Background: an optimization exercise with open tools, aiming at small area, a short achievable clock period and few clock cycles. Do not read the settings as production practice.
The RTL was checked by simulation tests, not by an equivalence proof against the original design.

==> design/flow/design.v <==
module bicubic_scaler (
    input  wire        clk,
    input  wire        rst,
    input  wire        start,
    input  wire        ch4,
    input  wire [15:0] src_addr,
    input  wire [15:0] dst_addr,
    input  wire [7:0]  old_w,
    input  wire [7:0]  old_h,
    input  wire [7:0]  new_w,
    input  wire [7:0]  new_h,
    output reg         busy,
    output reg         done,
    output reg         error,
    output wire        mem_valid,
    output wire        mem_we,
    output wire [15:0] mem_addr,
    output wire [7:0]  mem_wdata,
    input  wire        mem_ready,
    input  wire [7:0]  mem_rdata
);
    localparam ST_IDLE  = 3'd0;
    localparam ST_SETUP = 3'd1;
    localparam ST_READ  = 3'd2;
    localparam ST_WAITW = 3'd3;
    localparam ST_FIN   = 3'd4;
    reg [2:0]  st;
    reg [3:0]  sc;         
    reg        c4;
    reg [7:0]  ow, oh, nw, nh;
    reg [15:0] dst_ptr;
    reg [15:0] rowbase;    
    wire [2:0] cn = c4 ? 3'd4 : 3'd3;
    reg [7:0]  qx, rxs, qy, rys;
    reg [9:0]  stride;     
    reg [9:0]  cqx;        
    reg [15:0] qstride;    
    reg [24:0] n3x, n3y;   
    reg [49:0] den;        
    reg [15:0] t16;
    reg [7:0]  dvx_rem, dvx_quo, dvy_rem, dvy_quo;
    wire [2:0] dbit = 3'd7 - sc[2:0];
    wire [8:0] dvx_tr = {dvx_rem, ow[dbit]};
    wire [8:0] dvy_tr = {dvy_rem, oh[dbit]};
    wire       dvx_ge = dvx_tr >= {1'b0, nw};
    wire       dvy_ge = dvy_tr >= {1'b0, nh};
    wire [8:0] dvx_sub = dvx_tr - {1'b0, nw};
    wire [8:0] dvy_sub = dvy_tr - {1'b0, nh};
    wire [7:0] dvx_rem_n = dvx_ge ? dvx_sub[7:0] : dvx_tr[7:0];
    wire [7:0] dvy_rem_n = dvy_ge ? dvy_sub[7:0] : dvy_tr[7:0];
    reg [7:0]  dx, fx, rx, dy, fy, ry;
    reg [15:0] pixaddr;    
    reg [15:0] bytestart, rowstart, cur;
    reg [1:0]  k, ti, tj;
    reg [1:0]  ix0, ix1, jy0, jy1;
    reg        need_y;     
    reg signed [26:0] A0, A1, A2, A3, B0, B1, B2, B3;
    reg [7:0]  np_rx, np_fx;
    reg [15:0] np_pix;
    reg        np_wrap;
    reg [1:0]  np_ix0, np_ix1;
    reg [15:0] np_bs;
    reg [7:0]  nr_ry, nr_fy;
    reg [15:0] nr_rowbase;
    reg [1:0]  nr_jy0, nr_jy1;
    reg [15:0] nr_bs;
    localparam W_IDLE = 2'd0;
    localparam W_ADV  = 2'd1;
    localparam W_MUL  = 2'd2;
    localparam W_FULL = 2'd3;
    reg [1:0]  wst;
    reg [2:0]  wc;
    reg        wkind;      
    reg [7:0]  wdx, wfx, wrx, wdy, wfy, wry;
    reg [7:0]  ws;
    reg        fl_f0, fl_fo1, fl_fo2, fl_nz3;
    reg [15:0] T1, T2, T3;
    reg [17:0] E1, E2;
    reg signed [26:0] WN0, WN1, WN2, WN3;
    reg  [7:0]  mul_a;
    reg  [17:0] mul_b;
    wire [25:0] mul_p = mul_a * mul_b;
    wire [7:0] w_r  = wkind ? wry : wrx;
    wire [7:0] w_f  = wkind ? wfy : wfx;
    wire [7:0] w_o  = wkind ? oh : ow;
    wire [7:0] w_n  = wkind ? nh : nw;
    wire [24:0] w_n3 = wkind ? n3y : n3x;
    always @(*) begin
        mul_a = 8'd0;
        mul_b = 18'd0;
        if (st == ST_SETUP) begin
            case (sc)
                4'd0: begin mul_a = nw; mul_b = {10'd0, nw}; end
                4'd1: begin mul_a = nw; mul_b = {2'd0, t16}; end
                4'd2: begin mul_a = nh; mul_b = {10'd0, nh}; end
                4'd3: begin mul_a = nh; mul_b = {2'd0, t16}; end
                default: begin mul_a = qy; mul_b = {8'd0, stride}; end
            endcase
        end else begin
            case (wc)
                3'd0: begin mul_a = w_r; mul_b = {10'd0, w_r}; end
                3'd1: begin mul_a = ws;  mul_b = {10'd0, ws}; end
                3'd2: begin mul_a = w_r; mul_b = {10'd0, ws}; end
                3'd3: begin mul_a = w_r; mul_b = {2'd0, T2}; end
                3'd4: begin mul_a = ws;  mul_b = E1; end
                3'd5: begin mul_a = w_r; mul_b = E2; end
                default: begin mul_a = ws; mul_b = {2'd0, T1}; end
            endcase
        end
    end
    wire [8:0] wrx_sum = wrx + rxs;
    wire       wrx_wr  = wrx_sum >= {1'b0, nw};
    wire [8:0] wrx_sub = wrx_sum - {1'b0, nw};
    wire [7:0] wrx_n   = wrx_wr ? wrx_sub[7:0] : wrx_sum[7:0];
    wire [8:0] wry_sum = wry + rys;
    wire       wry_wr  = wry_sum >= {1'b0, nh};
    wire [8:0] wry_sub = wry_sum - {1'b0, nh};
    wire [7:0] wry_n   = wry_wr ? wry_sub[7:0] : wry_sum[7:0];
    reg        s1_v, s1_rf, s1_rl, s1_bf, s1_bl;
    reg [7:0]  rd;
    reg signed [26:0] s1_a, s1_b;
    reg signed [35:0] ra;
    reg        s2_v, s2_bf, s2_bl;
    reg signed [26:0] s2_b;
    reg signed [62:0] P;
    reg        s3_v, s3_bf, s3_bl;
    reg signed [62:0] num;
    wire signed [35:0] mac1 = s1_a * $signed({1'b0, rd});
    wire signed [62:0] numn = (s3_bf ? $signed({14'd0, den[49:1]}) : num) + P;
    reg        dv_busy, dv_hold, dv_neg;
    reg [2:0]  dv_cnt;
    reg [58:0] R;
    reg [7:0]  dq;
    wire [57:0] D8 = {den, 8'd0};
    wire [59:0] dt1 = {1'b0, R} - {2'b0, D8};
    wire        db1 = ~dt1[59];
    wire [58:0] dR1 = db1 ? dt1[58:0] : R;
    wire [59:0] dR1s = {dR1, 1'b0};
    wire [59:0] dt2 = dR1s - {2'b0, D8};
    wire        db2 = ~dt2[59];
    wire [59:0] dR2 = db2 ? dt2 : dR1s;
    wire [8:0]  dq_fin = {dq, db1};
    wire [7:0]  dres = dv_neg ? 8'd0 : (dq_fin[8] ? 8'd255 : dq_fin[7:0]);
    reg        wreg_v;
    reg [7:0]  wreg_d;
    reg [1:0]  pend;
    reg [2:0]  timer;
    wire is_bl = (ti == ix1) && (tj == jy1);
    wire rd_ok = (st == ST_READ) && (!is_bl || (pend <= 2'd1 && timer >= 3'd4));
    assign mem_valid = wreg_v || rd_ok;
    assign mem_we    = wreg_v;
    assign mem_addr  = wreg_v ? dst_ptr : cur;
    assign mem_wdata = wreg_d;
    wire rd_acc = rd_ok && !wreg_v && mem_ready;
    wire wr_acc = wreg_v && mem_ready;
    wire bl_acc = rd_acc && is_bl;
    wire dv_fin = dv_busy && (dv_cnt == 3'd4);
    wire to_wreg = !wreg_v && ((dv_fin && !dv_hold) || dv_hold);
    reg signed [26:0] A_sel, B_sel;
    always @(*) begin
        case (ti)
            2'd0: A_sel = A0;
            2'd1: A_sel = A1;
            2'd2: A_sel = A2;
            default: A_sel = A3;
        endcase
        case (tj)
            2'd0: B_sel = B0;
            2'd1: B_sel = B1;
            2'd2: B_sel = B2;
            default: B_sel = B3;
        endcase
    end
    wire [8:0]  g_rx_sum = rx + rxs;
    wire        g_rx_wr  = g_rx_sum >= {1'b0, nw};
    wire [8:0]  g_rx_sub = g_rx_sum - {1'b0, nw};
    wire [8:0]  g_ry_sum = ry + rys;
    wire        g_ry_wr  = g_ry_sum >= {1'b0, nh};
    wire [8:0]  g_ry_sub = g_ry_sum - {1'b0, nh};
    wire [7:0]  ow_m1 = ow - 8'd1;
    wire [7:0]  ow_m2 = ow - 8'd2;
    wire [7:0]  oh_m1 = oh - 8'd1;
    wire [7:0]  oh_m2 = oh - 8'd2;
    wire        npb_ix0 = (np_fx == 8'd0) || (np_rx == 8'd0);
    wire [1:0]  npb_ix1 = (np_rx == 8'd0 || np_fx == ow_m1) ? 2'd1 :
                          (np_fx == ow_m2) ? 2'd2 : 2'd3;
    wire        nrb_jy0 = (nr_fy == 8'd0) || (nr_ry == 8'd0);
    wire [1:0]  nrb_jy1 = (nr_ry == 8'd0 || nr_fy == oh_m1) ? 2'd1 :
                          (nr_fy == oh_m2) ? 2'd2 : 2'd3;
    wire [15:0] rowoff  = (jy0 == 2'd0) ? {6'd0, stride} : 16'd0;
    wire last_in_row = (dx == nw - 8'd1);
    wire last_row    = (dy == nh - 8'd1);
    always @(posedge clk) begin
        rd    <= mem_rdata;
        s1_a  <= A_sel;
        s1_b  <= B_sel;
        s1_rf <= (ti == ix0);
        s1_rl <= (ti == ix1);
        s1_bf <= (tj == jy0);
        s1_bl <= (tj == jy1);
        if (s1_v)
            ra <= (s1_rf ? 36'sd0 : ra) + mac1;
        if (s1_v) begin
            s2_b  <= s1_b;
            s2_bf <= s1_bf;
            s2_bl <= s1_bl;
        end
        P     <= s2_b * ra;
        s3_bf <= s2_bf;
        s3_bl <= s2_bl;
        if (s3_v)
            num <= numn;
        np_rx   <= g_rx_wr ? g_rx_sub[7:0] : g_rx_sum[7:0];
        np_fx   <= fx + qx + {7'd0, g_rx_wr};
        np_pix  <= pixaddr + {6'd0, cqx} + (g_rx_wr ? {13'd0, cn} : 16'd0);
        np_ix0  <= npb_ix0 ? 2'd1 : 2'd0;
        np_ix1  <= npb_ix1;
        np_bs   <= np_pix - rowoff - (npb_ix0 ? 16'd0 : {13'd0, cn});
        nr_ry   <= g_ry_wr ? g_ry_sub[7:0] : g_ry_sum[7:0];
        nr_fy   <= fy + qy + {7'd0, g_ry_wr};
        nr_rowbase <= rowbase + qstride + (g_ry_wr ? {6'd0, stride} : 16'd0);
        nr_jy0  <= nrb_jy0 ? 2'd1 : 2'd0;
        nr_jy1  <= nrb_jy1;
        nr_bs   <= nr_rowbase - (nrb_jy0 ? 16'd0 : {6'd0, stride});
        if (rst) begin
            st      <= ST_IDLE;
            busy    <= 1'b0;
            done    <= 1'b0;
            error   <= 1'b0;
            wst     <= W_IDLE;
            s1_v    <= 1'b0;
            s2_v    <= 1'b0;
            s3_v    <= 1'b0;
            dv_busy <= 1'b0;
            dv_hold <= 1'b0;
            wreg_v  <= 1'b0;
            pend    <= 2'd0;
            timer   <= 3'd7;
        end else begin
            done <= 1'b0;
            s1_v <= rd_acc;
            s2_v <= s1_v && s1_rl;
            s3_v <= s2_v;
            if (dv_busy) begin
                if (!dv_hold) begin
                    R      <= {dR2[57:0], 1'b0};
                    dq     <= {dq[5:0], db1, db2};
                    dv_cnt <= dv_cnt + 3'd1;
                end
                if (dv_fin && !dv_hold) begin
                    if (!wreg_v) begin
                        dv_busy <= 1'b0;
                        wreg_d  <= dres;
                    end else begin
                        dv_hold <= 1'b1;
                        dq      <= dres;
                    end
                end
                if (dv_hold && !wreg_v) begin
                    dv_hold <= 1'b0;
                    dv_busy <= 1'b0;
                    wreg_d  <= dq;
                end
            end
            if (s3_v && s3_bl) begin
                dv_busy <= 1'b1;
                dv_hold <= 1'b0;
                dv_cnt  <= 3'd0;
                dv_neg  <= numn[62];
                R       <= numn[58:0];
                dq      <= 8'd0;
            end
            if (wr_acc) begin
                wreg_v  <= 1'b0;
                dst_ptr <= dst_ptr + 16'd1;
            end else if (to_wreg)
                wreg_v <= 1'b1;
            pend <= pend + {1'b0, bl_acc} - {1'b0, wr_acc};
            if (bl_acc)
                timer <= 3'd0;
            else if (timer != 3'd7)
                timer <= timer + 3'd1;
            case (wst)
                W_ADV: begin
                    if (wdx != nw - 8'd1) begin
                        wdx   <= wdx + 8'd1;
                        wrx   <= wrx_n;
                        wfx   <= wfx + qx + {7'd0, wrx_wr};
                        wkind <= 1'b0;
                        if (wrx_n != 8'd0) begin
                            wst <= W_MUL;
                            wc  <= 3'd0;
                        end
                    end else if (wdy != nh - 8'd1) begin
                        wdy   <= wdy + 8'd1;
                        wry   <= wry_n;
                        wfy   <= wfy + qy + {7'd0, wry_wr};
                        wdx   <= 8'd0;
                        wfx   <= 8'd0;
                        wrx   <= 8'd0;
                        wkind <= 1'b1;
                        if (wry_n != 8'd0) begin
                            wst <= W_MUL;
                            wc  <= 3'd0;
                        end
                    end else begin
                        wst <= W_IDLE;
                    end
                end
                W_MUL: begin
                    wc <= wc + 3'd1;
                    case (wc)
                        3'd0: begin
                            T1     <= mul_p[15:0];
                            ws     <= w_n - w_r;
                            fl_f0  <= (w_f == 8'd0);
                            fl_fo1 <= (w_f == w_o - 8'd1);
                            fl_fo2 <= (w_f == w_o - 8'd2);
                            fl_nz3 <= ({1'b0, w_f} + 9'd2 < {1'b0, w_o});
                        end
                        3'd1: T2 <= mul_p[15:0];
                        3'd2: T3 <= mul_p[15:0];
                        3'd3: begin
                            WN0 <= fl_f0 ? 27'sd0 : -$signed({1'b0, mul_p});
                            E1  <= {2'd0, T1} + {T3, 2'b00} + (fl_f0 ? {2'd0, T3} : {1'b0, T3, 1'b0}) + {1'b0, T2, 1'b0};
                            E2  <= {2'd0, T2} + {T3, 2'b00} + (fl_fo2 ? {2'd0, T3} : {1'b0, T3, 1'b0}) + {1'b0, T1, 1'b0};
                        end
                        3'd4: WN1 <= fl_fo1 ? $signed({2'd0, w_n3}) - WN0 : $signed({1'b0, mul_p});
                        3'd5: WN2 <= fl_fo1 ? 27'sd0 : $signed({1'b0, mul_p});
                        default: begin
                            WN3 <= fl_nz3 ? -$signed({1'b0, mul_p}) : 27'sd0;
                            wst <= W_FULL;
                        end
                    endcase
                end
                default: ;
            endcase
            case (st)
                ST_IDLE: begin
                    if (start) begin
                        c4      <= ch4;
                        rowbase <= src_addr;
                        dst_ptr <= dst_addr;
                        ow      <= old_w;
                        oh      <= old_h;
                        nw      <= new_w;
                        nh      <= new_h;
                        error   <= 1'b0;
                        wst     <= W_IDLE;
                        if (old_w == 8'd0 || old_h == 8'd0 ||
                            new_w == 8'd0 || new_h == 8'd0) begin
                            error <= 1'b1;
                            done  <= 1'b1;
                        end else begin
                            busy    <= 1'b1;
                            st      <= ST_SETUP;
                            sc      <= 4'd0;
                            dvx_rem <= 8'd0;
                            dvy_rem <= 8'd0;
                        end
                    end
                end
                ST_SETUP: begin
                    sc <= sc + 4'd1;
                    if (sc[3] == 1'b0) begin
                        dvx_rem <= dvx_rem_n;
                        dvy_rem <= dvy_rem_n;
                        dvx_quo <= {dvx_quo[6:0], dvx_ge};
                        dvy_quo <= {dvy_quo[6:0], dvy_ge};
                    end
                    case (sc)
                        4'd0: begin
                            t16    <= mul_p[15:0];
                            stride <= c4 ? {ow, 2'b00} : {1'b0, ow, 1'b0} + {2'b00, ow};
                        end
                        4'd1: n3x <= {mul_p[23:0], 1'b0};
                        4'd2: t16 <= mul_p[15:0];
                        4'd3: n3y <= {mul_p[23:0], 1'b0};
                        4'd4: begin
                            s2_b <= $signed({2'd0, n3x});
                            ra   <= $signed({11'd0, n3y});
                        end
                        4'd5: ;
                        4'd6: den <= P[49:0];
                        4'd7: begin
                            qx  <= {dvx_quo[6:0], dvx_ge};
                            rxs <= dvx_rem_n;
                            qy  <= {dvy_quo[6:0], dvy_ge};
                            rys <= dvy_rem_n;
                        end
                        4'd8: begin
                            qstride <= mul_p[15:0];
                            cqx     <= c4 ? {qx, 2'b00} : {1'b0, qx, 1'b0} + {2'b00, qx};
                        end
                        default: begin
                            dx <= 8'd0; fx <= 8'd0; rx <= 8'd0;
                            dy <= 8'd0; fy <= 8'd0; ry <= 8'd0;
                            pixaddr   <= rowbase;
                            bytestart <= rowbase;
                            rowstart  <= rowbase;
                            cur       <= rowbase;
                            k   <= 2'd0;
                            ti  <= 2'd1; tj  <= 2'd1;
                            ix0 <= 2'd1; ix1 <= 2'd1;
                            jy0 <= 2'd1; jy1 <= 2'd1;
                            A1  <= $signed({2'd0, n3x});
                            B1  <= $signed({2'd0, n3y});
                            timer <= 3'd7;
                            st  <= ST_READ;
                            wst <= W_ADV;
                            wdx <= 8'd0; wfx <= 8'd0; wrx <= 8'd0;
                            wdy <= 8'd0; wfy <= 8'd0; wry <= 8'd0;
                        end
                    endcase
                end
                ST_READ: begin
                    if (rd_acc) begin
                        if (ti != ix1) begin
                            ti  <= ti + 2'd1;
                            cur <= cur + {13'd0, cn};
                        end else if (tj != jy1) begin
                            tj       <= tj + 2'd1;
                            ti       <= ix0;
                            rowstart <= rowstart + {6'd0, stride};
                            cur      <= rowstart + {6'd0, stride};
                        end else if ({1'b0, k} != cn - 3'd1) begin
                            k         <= k + 2'd1;
                            tj        <= jy0;
                            ti        <= ix0;
                            bytestart <= bytestart + 16'd1;
                            rowstart  <= bytestart + 16'd1;
                            cur       <= bytestart + 16'd1;
                        end else begin
                            k <= 2'd0;
                            if (!last_in_row) begin
                                dx        <= dx + 8'd1;
                                fx        <= np_fx;
                                rx        <= np_rx;
                                pixaddr   <= np_pix;
                                ix0       <= np_ix0;
                                ix1       <= np_ix1;
                                ti        <= np_ix0;
                                tj        <= jy0;
                                bytestart <= np_bs;
                                rowstart  <= np_bs;
                                cur       <= np_bs;
                                need_y    <= 1'b0;
                                if (np_rx == 8'd0) begin
                                    A1 <= $signed({2'd0, n3x});
                                end else if (wst == W_FULL) begin
                                    A0 <= WN0; A1 <= WN1; A2 <= WN2; A3 <= WN3;
                                    wst <= W_ADV;
                                end else
                                    st <= ST_WAITW;
                            end else if (!last_row) begin
                                dx        <= 8'd0;
                                fx        <= 8'd0;
                                rx        <= 8'd0;
                                dy        <= dy + 8'd1;
                                fy        <= nr_fy;
                                ry        <= nr_ry;
                                rowbase   <= nr_rowbase;
                                pixaddr   <= nr_rowbase;
                                ix0       <= 2'd1;
                                ix1       <= 2'd1;
                                jy0       <= nr_jy0;
                                jy1       <= nr_jy1;
                                ti        <= 2'd1;
                                tj        <= nr_jy0;
                                bytestart <= nr_bs;
                                rowstart  <= nr_bs;
                                cur       <= nr_bs;
                                need_y    <= 1'b1;
                                A1        <= $signed({2'd0, n3x});
                                if (nr_ry == 8'd0) begin
                                    B1 <= $signed({2'd0, n3y});
                                end else if (wst == W_FULL) begin
                                    B0 <= WN0; B1 <= WN1; B2 <= WN2; B3 <= WN3;
                                    wst <= W_ADV;
                                end else
                                    st <= ST_WAITW;
                            end else begin
                                st <= ST_FIN;
                            end
                        end
                    end
                end
                ST_WAITW: begin
                    if (wst == W_FULL) begin
                        if (need_y) begin
                            B0 <= WN0; B1 <= WN1; B2 <= WN2; B3 <= WN3;
                        end else begin
                            A0 <= WN0; A1 <= WN1; A2 <= WN2; A3 <= WN3;
                        end
                        wst <= W_ADV;
                        st  <= ST_READ;
                    end
                end
                ST_FIN: begin
                    if (pend == 2'd0 || (pend == 2'd1 && wr_acc)) begin
                        busy <= 1'b0;
                        done <= 1'b1;
                        st   <= ST_IDLE;
                    end
                end
                default: st <= ST_IDLE;
            endcase
        end
    end
endmodule
==> design/flow/run.sh <==
#!/bin/bash
# synth_recipe.tcl (not shown) runs the flow's synth.tcl, then flattens the netlist and writes it again
# the make line also repeats each setting of config.mk as NAME=value (left out here)
make -C /OpenROAD-flow-scripts/flow DESIGN_CONFIG=/design/flow/config.mk WORK_HOME=/design/flow/orfs CLKGATE_MAP_FILE= SYNTH_SCRIPT=/design/flow/synth_recipe.tcl finish
==> design/flow/config.mk <==
export PLATFORM = sky130hd
export DESIGN_NAME = bicubic_scaler
export DESIGN_NICKNAME = bicubic_scaler
export VERILOG_FILES = /design/flow/design.v
export SDC_FILE = /design/flow/constraint.sdc
export NUM_CORES = 4
export LEC_CHECK = 0
export CAP_MARGIN = 20
export CORE_MARGIN = 2
export CORE_UTILIZATION = 40
export SLEW_MARGIN = 20
==> design/flow/constraint.sdc <==
create_clock -name core_clock -period 20.0 [get_ports {clk}]
set_input_delay 4.0000 -clock core_clock [delete_from_list [all_inputs] [get_ports {clk}]]
set_output_delay 4.0000 -clock core_clock [all_outputs]
set_load 0.01 [all_outputs]
==> results.py <==
metrics = {
    "run_status": {
        "status": "timing/DRC/antenna clean",
    },
    "critical_path": {
        "crit_type": "flop to flop",
        "cp.required_ps": 20570,
        "rrSetupSlack_ps": 11220,
        "worstPathMaxFanout": 18,
        "cp-start-kind": "flop",
        "crit_arrival_ps": 9350,
        "cp-end-kind": "flop",
    },
    "clock_network": {
        "post_cts_resized": 0,
        "clock_path_buffers": 4,
        "cts_tree": "yes",
        "clock-root-buffer": "clkbuf_16",
        "htreeDepth": 4,
        "cts_setup_buffers": 0,
        "path_clk_slew_ps": 60,
        "holdBufCountCts": 0,
        "numCtsBuffers": 161,
        "clkLatencyLatePin_ps": 850,
        "clkSinkCount": 1334,
    },
    "yosys": {
        "synth-edff-count": 1019,
        "synth_top_cell_area_share_pct": 25.2,
        "synth_area_leaders": "edfxtp_1 (25%), fa_1 (23%), ha_1 (8.1%)",
        "synth_cell_type_count": 103,
        "yosys_warnings": 1,
        "synthesis.area_um2": 121000,
        "synth_nets": 14468,
        "synth_area_per_cell_um2": 9.94,
        "synth_top_area_cell": "edfxtp_1",
        "synthFlopType": "edfxtp_1",
        "ys_ff_latch": 1334,
        "syn_inst": 12213,
        "async_flop_share_pct": 0,
        "ys_seq_area_share_pct": 30.4,
    },
    "layout": {
        "multi_input_area_um2": 76200,
        "areaGrowthSynthToFinish_pct": 8.94,
        "post-route-util_pct": 43.7,
        "layout_commonest_cell": "inv_1",
        "final_area_um2": 132000,
        "finalNonFillerCells": 16234,
        "fillers": 28844,
        "nets": 14375,
        "regArea_um2": 36900,
        "layout-drive-gt1-share_pct": 6.10,
        "layout_common_cells": "inv_1 (1,740), nand2_1 (1,504), fa_1 (1,389), edfxtp_1 (1,019), ha_1 (781)",
    },
    "die": {
        "core_area_um2": 303000,
        "initial_utilization_pct": 40.1,
        "die_y_um": 555,
        "die_area_um2": 308000,
        "io-pin-count": 106,
        "row_count": 202,
        "chipWidth_um": 555,
    },
    "route": {
        "initialDrtViolationCount": 6851,
        "vias": 87029,
        "drcViolationCount": 0,
        "antenna_left": 0,
        "first_pass_iters": 6,
        "viasPerCell": 5.36,
        "wirelength_mm": 344,
        "post_drt_wl_per_cell_um": 21.2,
    },
    "global_route": {
        "grt_max_degree": 89,
        "grt.overflow.total": 0,
        "grt_use_total_pct": 22.2,
        "grt_pass1_wl_mm": 530,
        "grt_pass1_vias": 87366,
        "antenna_found_initial": 10,
    },
    "place": {
        "hpwl_mm": 261,
        "place_ws_ps": 11300,
        "place_inst": 15935,
        "place_area_um2": 127000,
        "gp_congestion": 0.916,
        "portBuffers": 105,
    },
    "sta": {
        "tns_ps": 0,
        "clock_skew_ps": 90.1,
        "setup_viol_count_final": 0,
        "post-route-period-util_pct": 43.9,
        "fin_ws_ps": 11220,
        "fin_crit_ps": 8780,
        "slew_headroom_pct": 27.8,
        "rsz0062_at_grt": "false",
        "drv_slew": 0,
        "max_slew.worst_pin.slew_ps": 1070,
        "hold_viol": 0,
        "fmaxAchievable_mhz": 114,
    },
    "worst_hold_path": {
        "min_path_type": "flop to flop",
    },
    "run": {
        "maxCapViolations": 0,
    },
}
[through the flow]
| step | hold slack (ps) |
|---|---|
| global placement | 327 |
| global route | 346 |
| CTS | 344 |
| finish | 342 |
| detailed placement | 330 |
| floorplan | 323 |
[per-layer routing]
layer	wire (um)	vias to the layer above	global-route usage (%)	part of all wire (%)
li1	-	40234	-	-
met5	10	-	0	0.0029
met3	20000	508	2.45	5.8
met4	11500	2	6.86	3.3
met2	163000	2664	37.0	47
met1	150000	43621	30.3	44
[cell usage after synthesis, drive strengths merged, types with 14 or more instances]
master,n
nor2b,154
xor2,235
a211oi,55
inv,1741
o31ai,21
fa,1389
o21bai,83
or3,29
mux2,211
nor2,710
or2,32
a31o,16
nand2,1506
nor3,95
dfxtp,315
nand3,137
a21o,237
a221oi,17
o211ai,36
and3,102
nor4,43
clkbuf,464
a311oi,15
a222oi,69
nand3b,17
nor3b,22
or4,15
a31oi,50
a21boi,40
buf,59
mux2i,197
ha,789
a221o,16
a211o,19
edfxtp,1019
and2,376
o21a,65
a22oi,14
nand4,68
xnor2,385
a2111oi,14
o21ai,473
nand2b,128
a21oi,598
[state kept, by name, summed over array words and instances (netlist names), 36 cells and up]
name / flops
P: 63
num: 63
R: 59
den: 50
ra: 36
[cells by family after synthesis]
family / Yosys count / synth area share, %
AO/OA/AOI/OAI: 1944 / 10.3
multiplexers: 412 / 3.66
XOR/XNOR: 620 / 4.48
flip-flops: 1334 / 30.4
adder cells (fa/ha/maj): 2178 / 31.0
AND/OR/NAND/NOR: 3458 / 13.1
buffers and inverters: 2267 / 7.04
[final timing paths]
| check | from | cells past startpoint | endpoint |
|---|---|---|---|
| max | sc[0]$_SDFFCE_PN0P_ | 27 | WN3[26]$_SDFFCE_PN0P_ |
| min | s2_bl$_DFFE_PP_ | 0 | s3_bl$_DFF_P_ |
| max reg2reg | sc[0]$_SDFFCE_PN0P_ | 27 | WN3[26]$_SDFFCE_PN0P_ |
| min reg2reg | s2_bl$_DFFE_PP_ | 0 | s3_bl$_DFF_P_ |
[area by class of cell]
| cell class | count | share of cell area (%) |
|---|---|---|
| diodes | 3 | 0.00568 |
| clock buffers | 210 | 3.37 |
| clock inverters | 86 | 0.714 |
| inverters | 1744 | 4.95 |
| multi-input cells | 8612 | 57.6 |
| flip-flops and latches | 1334 | 27.9 |
| well taps | 3978 | 3.76 |
| repair buffers | 267 | 1.71 |
[worst max-delay path: stages, from the launching register on]
cell,delay (ps)
edfxtp_1,640
inv_1,120
ha_1,290
nor4_1,620
nand2b_1,650
a221oi_1,200
a21oi_1,230
o31ai_1,240
or2_2,400
fa_1,450
fa_1,490
inv_1,50
fa_1,470
inv_1,50
fa_1,470
inv_1,40
ha_1,320
inv_1,100
o21ai_2,70
a21o_1,190
a221o_2,430
a2111oi_4,410
nor3_2,190
nor4_4,400
o211ai_1,170
or4_4,550
nor4_2,200
nor2_1,60
Testbench counts, summed over its fixed seeds: cycles 83,090.

[afterwards: timing with drivers on the ports]
Ports are ideal in the flow. The routed layout listed here was re-timed in OpenROAD.
Step 1, drivers: a clkbuf_16 drives clk and a buf_2 each remaining input, both assumed.
Step 2 adds t to the input delays and takes it off the output delays; t is the mean of the earliest and latest rising clock arrival at the registers after step 1. Input paths then give back, and output paths get back, about the clock's delay inside the block.
Slacks: no drivers / after step 1 / after step 2; pairs: no drivers / after step 1.
shift t [ns]: 0.901
setup slack, ns: 11.218 / 11.218 / 11.218
worst hold slack (ns): 0.342 / 0.342 / 0.342
worst slew at a driven data input, ns: 0.17
After both steps setup and hold are still met in this run. For this run, drivers alone change the setup slack by 0.000 ns; drivers and shift together by 0.000 ns.
